From an optimization exercise on the open Yosys and OpenROAD flow, aimed at small area; shortcuts taken in it are not production practice. The RTL was checked by simulation tests, not by an equivalence proof against the original design. No driver is modelled on the clock port, so clocking that relies on it looks cheaper here than on a real chip. Power and IR drop assume default switching activity.

==> design/flow/design.v <==
module dht_reading (
    input  wire [39:0] frame,
    input  wire [2:0]  rh,         
    input  wire [2:0]  rt,         
    input  wire        unit,       
    output wire [15:0] hum_raw,
    output wire        temp_sign,
    output wire [14:0] temp_mag,
    output wire [15:0] hum_out,    
    output wire [17:0] temp_out    
);
    assign hum_raw   = frame[39:24];
    assign temp_sign = frame[23];
    assign temp_mag  = frame[22:8];
    function [16:0] sub17(input [16:0] a, input [16:0] b);
        integer k;
        reg w;
        begin
            w = 1'b0;
            for (k = 0; k < 17; k = k + 1) begin
                sub17[k] = a[k] ^ b[k] ^ w;
                w = (~a[k] & b[k]) | (~(a[k] ^ b[k]) & w);
            end
        end
    endfunction
    function [16:0] add17(input [16:0] a, input [16:0] b, input ci);
        integer k;
        reg c;
        begin
            c = ci;
            for (k = 0; k < 17; k = k + 1) begin
                add17[k] = a[k] ^ b[k] ^ c;
                c = (a[k] & b[k]) | (c & (a[k] ^ b[k]));
            end
        end
    endfunction
    wire [16:0] hq = sub17({2'd0, hum_raw[15:1]}, {14'd0, rh});
    assign hum_out = {hq[14:0], 1'b0};
    wire        s  = temp_sign;
    wire [3:0]  v  = s ? {1'b0, rt} + 4'd5 : {1'b0, rt};
    wire [16:0] x  = sub17({3'd0, temp_mag[14:1]}, {13'd0, v});
    wire [11:0] c;
    wire [12:0] br;
    assign c[0] = x[0];
    assign c[1] = x[1];
    assign br[2] = 1'b0;
    genvar i;
    generate
        for (i = 2; i < 12; i = i + 1) begin : g_div5
            assign c[i]    = x[i] ^ c[i-2] ^ br[i];
            assign br[i+1] = (~x[i] & c[i-2]) | (~(x[i] ^ c[i-2]) & br[i]);
        end
    endgenerate
    wire [16:0] k  = add17({5'd0, c}, {11'd0, 4'd10, s, 1'b0}, 1'b0);
    wire [16:0] p  = unit ? {1'b0, k[11:0], 2'b00} : {14'd0, s, 2'b00};
    wire [16:0] w  = add17(x, p, 1'b0);
    assign temp_out = {w ^ {17{s}}, 1'b0};
endmodule
module dht_fsm (
    input  wire        clk,
    input  wire        rst,         
    input  wire [1:0]  cmd,         
    input  wire        unit,        
    input  wire        line_in,     
    input  wire [31:0] now,         
    output wire        line_dir,    
    output wire        line_drv,    
    output wire        busy,
    output wire [2:0]  err_out,
    output wire [39:0] frame_out,
    output wire [15:0] hum_raw,
    output wire        temp_sign,
    output wire [14:0] temp_mag,
    output wire [15:0] hum_out,
    output wire [17:0] temp_out
);
    localparam [2:0] IDLE         = 3'd0,
                     START_LOW    = 3'd1,
                     ACK_WAIT_LOW = 3'd2,
                     ACK_LOW      = 3'd3,
                     ACK_HIGH     = 3'd4,
                     BIT_LOW      = 3'd5,
                     BIT_HIGH     = 3'd6,
                     VALIDATE     = 3'd7;
    reg [39:0] frame;
    reg [31:0] acc;
    reg [7:0]  ck_sum;
    reg        ck_bad;
    reg [31:0] t_start;
    reg [2:0]  err;
    reg [2:0]  phase;
    reg [5:0]  bitcnt;
    reg [2:0]  rh_acc, rt_acc;
    reg [2:0]  rh, rt;
    wire [31:0] e;
    wire [32:0] bw;
    assign bw[0] = 1'b0;
    genvar i;
    generate
        for (i = 0; i < 32; i = i + 1) begin : g_sub
            assign e[i]    = now[i] ^ t_start[i] ^ bw[i];
            assign bw[i+1] = (~now[i] & t_start[i]) | (~(now[i] ^ t_start[i]) & bw[i]);
        end
    endgenerate
    wire hi11 = |e[31:11];            
    wire hi7  = hi11 | (|e[10:7]);    
    wire ge2000 = hi11 | (&e[10:6] & (e[5] | e[4]));
    wire ge40   = hi7 | e[6] | (e[5] & (e[4] | e[3]));
    wire ge100  = hi7 | (e[6] & e[5] & (e[4] | e[3] | e[2]));
    wire ge66   = hi7 | (e[6] & (e[5] | e[4] | e[3] | e[2] | e[1]));
    wire ge20   = hi7 | e[6] | e[5] | (e[4] & (e[3] | e[2]));
    wire gt100  = hi7 | (e[6] & e[5] & (e[4] | e[3] | (e[2] & (e[1] | e[0]))));
    wire sym    = e[6] | (e[5] & e[4] & (e[3] | e[2] | e[1]));    
    wire bad    = ~ge20 | gt100;
    wire       ck_add   = ~bitcnt[5];                  
    wire       ck_first = (bitcnt[5:3] == 3'd0);       
    wire [7:0] ck_u;
    wire [7:0] ck_c;
    assign ck_u[7] = ck_first ? sym : ck_sum[7] ^ (sym & ck_add);
    assign ck_c[7] = ~ck_first & ck_add & ck_sum[7] & sym;
    generate
        for (i = 0; i < 7; i = i + 1) begin : g_ck
            wire cin = ((i == 0) ? ck_c[7] : ck_c[i-1]) & (bitcnt[2:0] > i);
            assign ck_u[i] = ck_sum[i] ^ cin;
            assign ck_c[i] = ck_sum[i] & cin;
        end
    endgenerate
    wire [7:0] ck_next    = {ck_u[6:0], ck_u[7]};
    wire       ck_bad_bit = sym ^ ck_sum[7];
    wire       ck_ok      = ~ck_bad;
    wire shift = (phase == BIT_HIGH) & ~line_in & ~bad;
    function [2:0] m5step(input [2:0] r, input b);
        case ({r, b})
            4'b000_0: m5step = 3'd0; 4'b000_1: m5step = 3'd1;
            4'b001_0: m5step = 3'd2; 4'b001_1: m5step = 3'd3;
            4'b010_0: m5step = 3'd4; 4'b010_1: m5step = 3'd0;
            4'b011_0: m5step = 3'd1; 4'b011_1: m5step = 3'd2;
            4'b100_0: m5step = 3'd3; 4'b100_1: m5step = 3'd4;
            default:  m5step = 3'bxxx;
        endcase
    endfunction
    always @(posedge clk) begin
        if (shift) begin
            ck_sum <= ck_next;
            if (!bitcnt[5])
                acc    <= {acc[30:0], sym};
            else
                ck_bad <= ((bitcnt[2:0] == 3'd0) ? 1'b0 : ck_bad) | ck_bad_bit;
            bitcnt <= bitcnt + 6'd1;
            if (bitcnt < 6'd15)
                rh_acc <= m5step((bitcnt == 6'd0) ? 3'd0 : rh_acc, sym);
            if (bitcnt >= 6'd17 && bitcnt <= 6'd30)
                rt_acc <= m5step((bitcnt == 6'd17) ? 3'd0 : rt_acc, sym);
        end else if (phase == ACK_HIGH)
            bitcnt <= 6'd0;
    end
    reg line_go, tmo;
    always @* begin
        line_go = 1'b0;
        tmo     = 1'b0;
        case (phase)
            START_LOW:    begin line_go = ge2000;   tmo = 1'b0;  end
            ACK_WAIT_LOW: begin line_go = ~line_in; tmo = ge40;  end
            ACK_LOW:      begin line_go = line_in;  tmo = ge100; end
            ACK_HIGH:     begin line_go = ~line_in; tmo = ge100; end
            BIT_LOW:      begin line_go = line_in;  tmo = ge66;  end
            BIT_HIGH:     begin line_go = ~line_in; tmo = ~line_in & bad; end
            default:      begin line_go = 1'b1;     tmo = 1'b0;  end
        endcase
    end
    always @(posedge clk)
        if (line_go | tmo)
            t_start <= now;
    always @(posedge clk) begin
        if (rst) begin
            frame <= 40'd0;
            rh    <= 3'd0;
            rt    <= 3'd0;
            err   <= 3'd0;
            phase <= IDLE;
        end else begin
            case (phase)
                IDLE: begin
                    if (cmd == 2'b01)
                        phase <= START_LOW;
                    else if (cmd == 2'b10)
                        err <= 3'd0;
                end
                VALIDATE: begin
                    if (ck_ok) begin
                        frame <= {acc, ck_sum};
                        rh    <= rh_acc;
                        rt    <= rt_acc;
                    end else
                        err <= 3'd3;
                    phase <= IDLE;
                end
                default: begin
                    if (tmo) begin
                        phase <= IDLE;
                        case (phase)
                            BIT_LOW:  err <= 3'd1;
                            BIT_HIGH: err <= 3'd2;
                            default:  err <= 3'd4;
                        endcase
                    end else if (line_go)
                        phase <= (phase == BIT_HIGH) ? ((bitcnt == 6'd39) ? VALIDATE : BIT_LOW)
                                                     : phase + 3'd1;
                end
            endcase
        end
    end
    assign line_dir  = (phase == START_LOW);
    assign line_drv  = (phase != START_LOW);
    assign busy      = (phase != IDLE);
    assign err_out   = err;
    assign frame_out = frame;
    dht_reading u_reading (
        .frame     (frame),
        .rh        (rh),
        .rt        (rt),
        .unit      (unit),
        .hum_raw   (hum_raw),
        .temp_sign (temp_sign),
        .temp_mag  (temp_mag),
        .hum_out   (hum_out),
        .temp_out  (temp_out)
    );
endmodule
==> design/flow/flow/run.sh <==
#!/bin/bash
# Layout flow: the standard ORFS flow with three changes.
#  1. Synthesis: the standard flow's synthesis script, except that only full adders
#     (not half adders) are extracted into fa cells and ABC maps with an
#     area-oriented script (flow/abc_area.script). Registers are inferred and
#     mapped by the unchanged steps before ABC, so they match the standard
#     synthesis.
#  2. Port buffers use the smallest buffer cell (buf_1).
#  3. Clock tree: clkbuf_8 buffers, no dummy loads; after CTS each clock
#     buffer is downsized while the estimated flip-flop clock-pin slew stays
#     under 110 ps (flow/downsize_clk.tcl).
# Each tool's output goes to a log of its own here and under orfs/logs.
set -o pipefail
HERE=$(pwd)
export BUFFER_PORTS_ARGS="-buffer_cell sky130_fd_sc_hd__buf_1"
export POST_CTS_TCL="$HERE/flow/downsize_clk.tcl"
export CLK_SLEW_EST_LIMIT=0.110
export CTS_ARGS="-sink_clustering_enable -repair_clock_nets -buf_list sky130_fd_sc_hd__clkbuf_8 -dont_use_dummy_load"

SYN=$FLOW_HOME/scripts/synth.tcl
sed "s|extract_fa {\*}\[dont_use_extract_fa_args\]|extract_fa -fa|; s|log_cmd abc {\*}\$abc_args|log_cmd abc -script $HERE/flow/abc_area.script {*}[lrange \$abc_args 2 end]|" "$SYN" > own_synth_core.tcl
sed "s|source \$::env(SCRIPTS_DIR)/synth.tcl|source $HERE/own_synth_core.tcl|" synth_recipe.tcl > own_synth.tcl
grep -q "extract_fa -fa" own_synth_core.tcl || { echo "synth patch failed" > synth.log; exit 1; }
grep -q "abc_area.script" own_synth_core.tcl || { echo "synth patch failed" > synth.log; exit 1; }
grep -q "own_synth_core.tcl" own_synth.tcl || { echo "synth patch failed" > synth.log; exit 1; }

MK=$(grep '^make ' standard.sh | sed "s|SYNTH_SCRIPT=[^ ]*|SYNTH_SCRIPT=$HERE/own_synth.tcl|; s|\"\${@:-finish}\"|synth|")
echo "$MK" > synth_cmd.log
eval "$MK" > synth.log 2>&1 || exit 1
bash standard.sh finish > standard.log 2>&1
==> design/flow/flow/abc_area.script <==
strash
&get -n
&st
&deepsyn -I 20 -J 5
&dch -f
&nf -p
&put
strash
&get -n
&st
&deepsyn -I 20 -J 5
&dch -f
&nf -p
&put
strash
&get -n
&st
&deepsyn -I 20 -J 5
&dch -f
&nf -p
&put
strash
&get -n
&st
&deepsyn -I 20 -J 5
&dch -f
&nf -p
&put
==> design/flow/flow/downsize_clk.tcl <==
# Downsize clock-tree buffers while the estimated flip-flop clock-pin slew
# stays under a margin. Sourced after CTS (POST_CTS_TCL).
proc clk_worst_slew {} {
  set w 0.0
  foreach p [get_pins -hierarchical */CLK] {
    set s [get_property $p slew_max]
    if {$s > $w} { set w $s }
  }
  return $w
}
set limit [expr {[info exists ::env(CLK_SLEW_EST_LIMIT)] ? $::env(CLK_SLEW_EST_LIMIT) : 0.075}]
estimate_parasitics -placement
puts "clock downsizing: start worst clk slew [clk_worst_slew], limit $limit"
set cands {sky130_fd_sc_hd__clkbuf_2 sky130_fd_sc_hd__clkbuf_4}
foreach inst [get_cells clkbuf_*_clk] {
  set orig [get_property $inst ref_name]
  foreach c $cands {
    if {$c eq $orig} { break }
    replace_cell $inst $c
    estimate_parasitics -placement
    set w [clk_worst_slew]
    if {$w <= $limit} {
      puts "clock downsizing: [get_full_name $inst] $orig -> $c (worst $w)"
      set orig $c
      break
    }
    replace_cell $inst $orig
  }
}
estimate_parasitics -placement
puts "clock downsizing: end worst clk slew [clk_worst_slew]"
==> design/flow/standard.sh <==
#!/bin/bash
# synth_recipe.tcl (not shown) runs the flow's synth.tcl, then flattens the netlist and writes it again
# the make line also repeats each setting of config.mk as NAME=value (left out here)
make -C /OpenROAD-flow-scripts/flow DESIGN_CONFIG=/design/flow/config.mk WORK_HOME=/design/flow/orfs CLKGATE_MAP_FILE= SYNTH_SCRIPT=/design/flow/synth_recipe.tcl "${@:-finish}"
==> design/flow/config.mk <==
export PLATFORM = sky130hd
export DESIGN_NAME = dht_fsm
export DESIGN_NICKNAME = dht_fsm
export VERILOG_FILES = /design/flow/design.v
export SDC_FILE = /design/flow/constraint.sdc
export NUM_CORES = 4
export LEC_CHECK = 0
export CAP_MARGIN = 0
export CORE_MARGIN = 2
export CORE_UTILIZATION = 70
export SLEW_MARGIN = 0
==> design/flow/constraint.sdc <==
create_clock -name core_clock -period 20.0 [get_ports {clk}]
set_input_delay 4.0000 -clock core_clock [delete_from_list [all_inputs] [get_ports {clk}]]
set_output_delay 4.0000 -clock core_clock [all_outputs]
set_load 0.01 [all_outputs]
==> flow_metrics.tcl <==
set metrics [dict create \
    final_antenna_net_count 0 \
    synth_enable_flop_cells 85 \
    startpoint_type "input pin" \
    number_of_global_route_vias_before_repair 4733 \
    detailed_place_hpwl_mm 9.65 \
    final_nets 793 \
    fp-row-count 36 \
    complex_gate_fraction_of_the_synthesized_area 0.112 \
    finalInstanceArea_um2 7690 \
    drc 0 \
    antennaDiodeCount 0 \
    numPlacedInstances 815 \
    setup_viol 0 \
    globalplace.congestion 0.846 \
    initial_core_util 0.723 \
    synth_top_area_frac 0.361 \
    most_frequent_cells_in_the_layout "sky130_fd_sc_hd__buf_1, sky130_fd_sc_hd__edfxtp_1, sky130_fd_sc_hd__clkinv_1" \
    maxCapViolCount 0 \
    worst_path_largest_cell_delay_ns 0.61 \
    cts_tree "done" \
    timing.critical_path.mode_cell "sky130_fd_sc_hd__fa_1" \
    timing_worst_slew_pin_value_ns 1.10 \
    timing.clock.skew_ns 0.0529 \
    regToRegStartpoint "t_start[0]" \
    crit_path_start "now[0]" \
    cp_data_arrival_time_ns 17.22 \
    routedWlPerCell_um 15.3 \
    ys_warn_count 2 \
    yosysSeqAreaShare 0.509 \
    post_synth_main_area_contributors "sky130_fd_sc_hd__edfxtp_1, sky130_fd_sc_hd__fa_1, sky130_fd_sc_hd__dfxtp_1" \
    io_buffers 147 \
    synth_xor_area_frac 0.0614 \
    rsz0062_at_grt "no" \
    grt_start_max_net_pins 48 \
    synth_area_per_cell_um2 12.4 \
    final-max-slew-violation-count 0 \
    critPathCaptureType "register" \
    drt_pass1_iterations 5 \
    adder_and_majority_cell_fraction_of_the_synthesized_area 0.153 \
    place_area_um2 7550 \
    hp-class "register to register" \
    leakagePower_uw 0.00281 \
    globalRoute.totalOverflow 0 \
    postSynth.asyncResetShare 0 \
    worst_path_max_delay_cell "sky130_fd_sc_hd__nand4b_1" \
    totalNegativeSetupSlack_ns 0 \
    clock-sinks 137 \
    setup.worst_path.class "input pin to register" \
    syn-cell-area_um2 7070 \
    design.portCount 150 \
    die_area_um2 10900 \
    slew-limit-headroom 0.263 \
    vias_per_cell 5.69 \
    finalWirelength_mm 12.8 \
    insertion_delay_ns 0.64 \
    clkTransAtPathRegs_ns 0.10 \
    final_period_minus_worst_setup_slack_ns 16.88 \
    yosys-mux-area-fraction 0.00159 \
    synth.ff_latch_count 137 \
    power.density_nw_per_um2 85.4 \
    post-synth-top-area-cell "sky130_fd_sc_hd__edfxtp_1" \
    dr_total_vias 4731 \
    dr.first_iter.drc_count 259 \
    status "complete, no violations" \
    grt_first_pass_wirelength_mm 21.8 \
    drive_gt1_frac 0.0300 \
    finalNonFillerCells 832 \
    grtUsageTotal 0.251 \
    die_width_um 104 \
    final_common_cell "sky130_fd_sc_hd__buf_1" \
    gate_count_after_technology_mapping 568 \
    die_h_um 104 \
    synth-simple-area-share 0.0958 \
    maxClockFrequency_mhz 59.2 \
    crit_path_max_fanout 32 \
    synthDistinctLibCells 45 \
    synth_top_family_by_area "adder cells" \
    final_min_period_over_clock_period 0.844 \
    area_growth_syn_to_layout_pct 8.89 \
    rrSetupSlack_ns 6.24 \
    worstPathRequired_ns 20.34 \
    synth_flop_cell "sky130_fd_sc_hd__edfxtp_1" \
    hold_viol_final 0 \
    power.ir.vdd_worst_v 0.0000791 \
    core_outline_area_um2 9770 \
    grt_antenna_before_repair 0 \
    timing.hold.worst.start "acc[25]" \
]
## metal layers
layer / track usage / up-vias / routed length, um
li1: - / 2235 / -
met1: 0.326 / 2297 / 5330
met2: 0.418 / 178 / 6410
met3: 0.0514 / 21 / 818
met4: 0.0946 / 0 / 217
met5: 0 / - / 0
## worst max-delay path: cells and delay by family
family,cells,cell delay (ns)
compound gates,2,0.77
simple gates,4,1.26
fa+ha+maj,30,10.41
xor+xnor,1,0.15
buf+inv,5,0.63
## report_power, final
| part | leakage (uW) | internal, uW | switching, uW |
|---|---|---|---|
| clock | 0.0000846 | 41.9 | 78.7 |
| sequential | 0.00124 | 337 | 16.2 |
| combinational | 0.00148 | 73.7 | 110 |
| total | 0.00281 | 452 | 205 |
## cell type report
class | instances | area (um2)
tap | 133 | 166
inverter | 56 | 210
timing repair buffer | 148 | 559
fill | 658 | 2080
clock buffer | 17 | 139
sequential | 137 | 3590
multi-input combinational | 341 | 3030
## kinds of logic after synthesis
| kind of cell | Yosys count |
|---|---|
| and+or+nand+nor | 127 |
| DFF | 137 |
| xor gates and xnor gates | 48 |
| muxes | 1 |
| adders and majority gates | 54 |
| AOI/OAI and AO/OA | 109 |
| other | 1 |
| buffers and inverters | 91 |
## registers in the layout, summed over array words and instances (netlist names)
| name | flops |
|---|---|
| rh_acc | 3 |
| t_start | 32 |
| ck_sum | 8 |
| acc | 32 |
| err | 3 |
| ck_bad | 1 |
| rh | 3 |
| frame | 40 |
| phase | 3 |
| rt_acc | 3 |
| rt | 3 |
| bitcnt | 6 |
## through the flow
step | worst slack, ns | hold WS, ns | utilization | power [uW]
global route | 2.55 | 0.461 | 0.787 | 703
finish | 3.12 | 0.446 | 0.787 | 657
floorplan | 2.98 | 0.427 | - | 492
global placement | 2.84 | 0.435 | 0.773 | 531
detailed placement | 2.53 | 0.442 | 0.773 | 543
## final timing paths
kind,to,depth (start not counted)
min,acc[26],0
max reg2reg,t_start[13],41
max,t_start[13],42
min reg2reg,acc[26],0
## synth_stat cells (all sizes together), types with 4 or more instances
master  number
buf         35
a31oi        4
xor2        28
or4          4
xnor2       19
nand3b       4
a22o        47
edfxtp      85
clkinv      56
and3         5
or3          4
nor2b        9
o21ai       24
nor3        15
nor4         7
and2         4
nand2b       9
nand4        6
dfxtp       52
nand2       21
nor2        27
a21oi       11
fa          54

separate check: timing with driven ports:
The flow's constraints put no driver on any port. The routed layout listed below was extracted and timed again, unchanged, in two steps. Step 1 (the two cells are an assumption about what drives the block):
set clk [get_ports {clk}]
set_driving_cell -lib_cell sky130_fd_sc_hd__clkbuf_16 $clk
set_driving_cell -lib_cell sky130_fd_sc_hd__buf_2 [delete_from_list [all_inputs] $clk]
Step 2 times the ports against the registers' clock, not the clock port: input delays grow and output delays shrink by t, the midpoint of the rising clock arrivals with the driver on. Slacks: no drivers / after step 1 / after step 2; pairs: no drivers / after step 1.
t, ns: 0.647
setup WS [ns]: 3.119 / 3.127 / 2.480
slew at the worst register clock pin (ns): 0.10 / 0.10
worst data-port slew with drivers (ns): 0.04
pins driven straight from the clock port: 1
After both steps this run still meets setup and hold. The setup slack of this run moves by +0.008 ns with the drivers and by -0.639 ns with both steps.
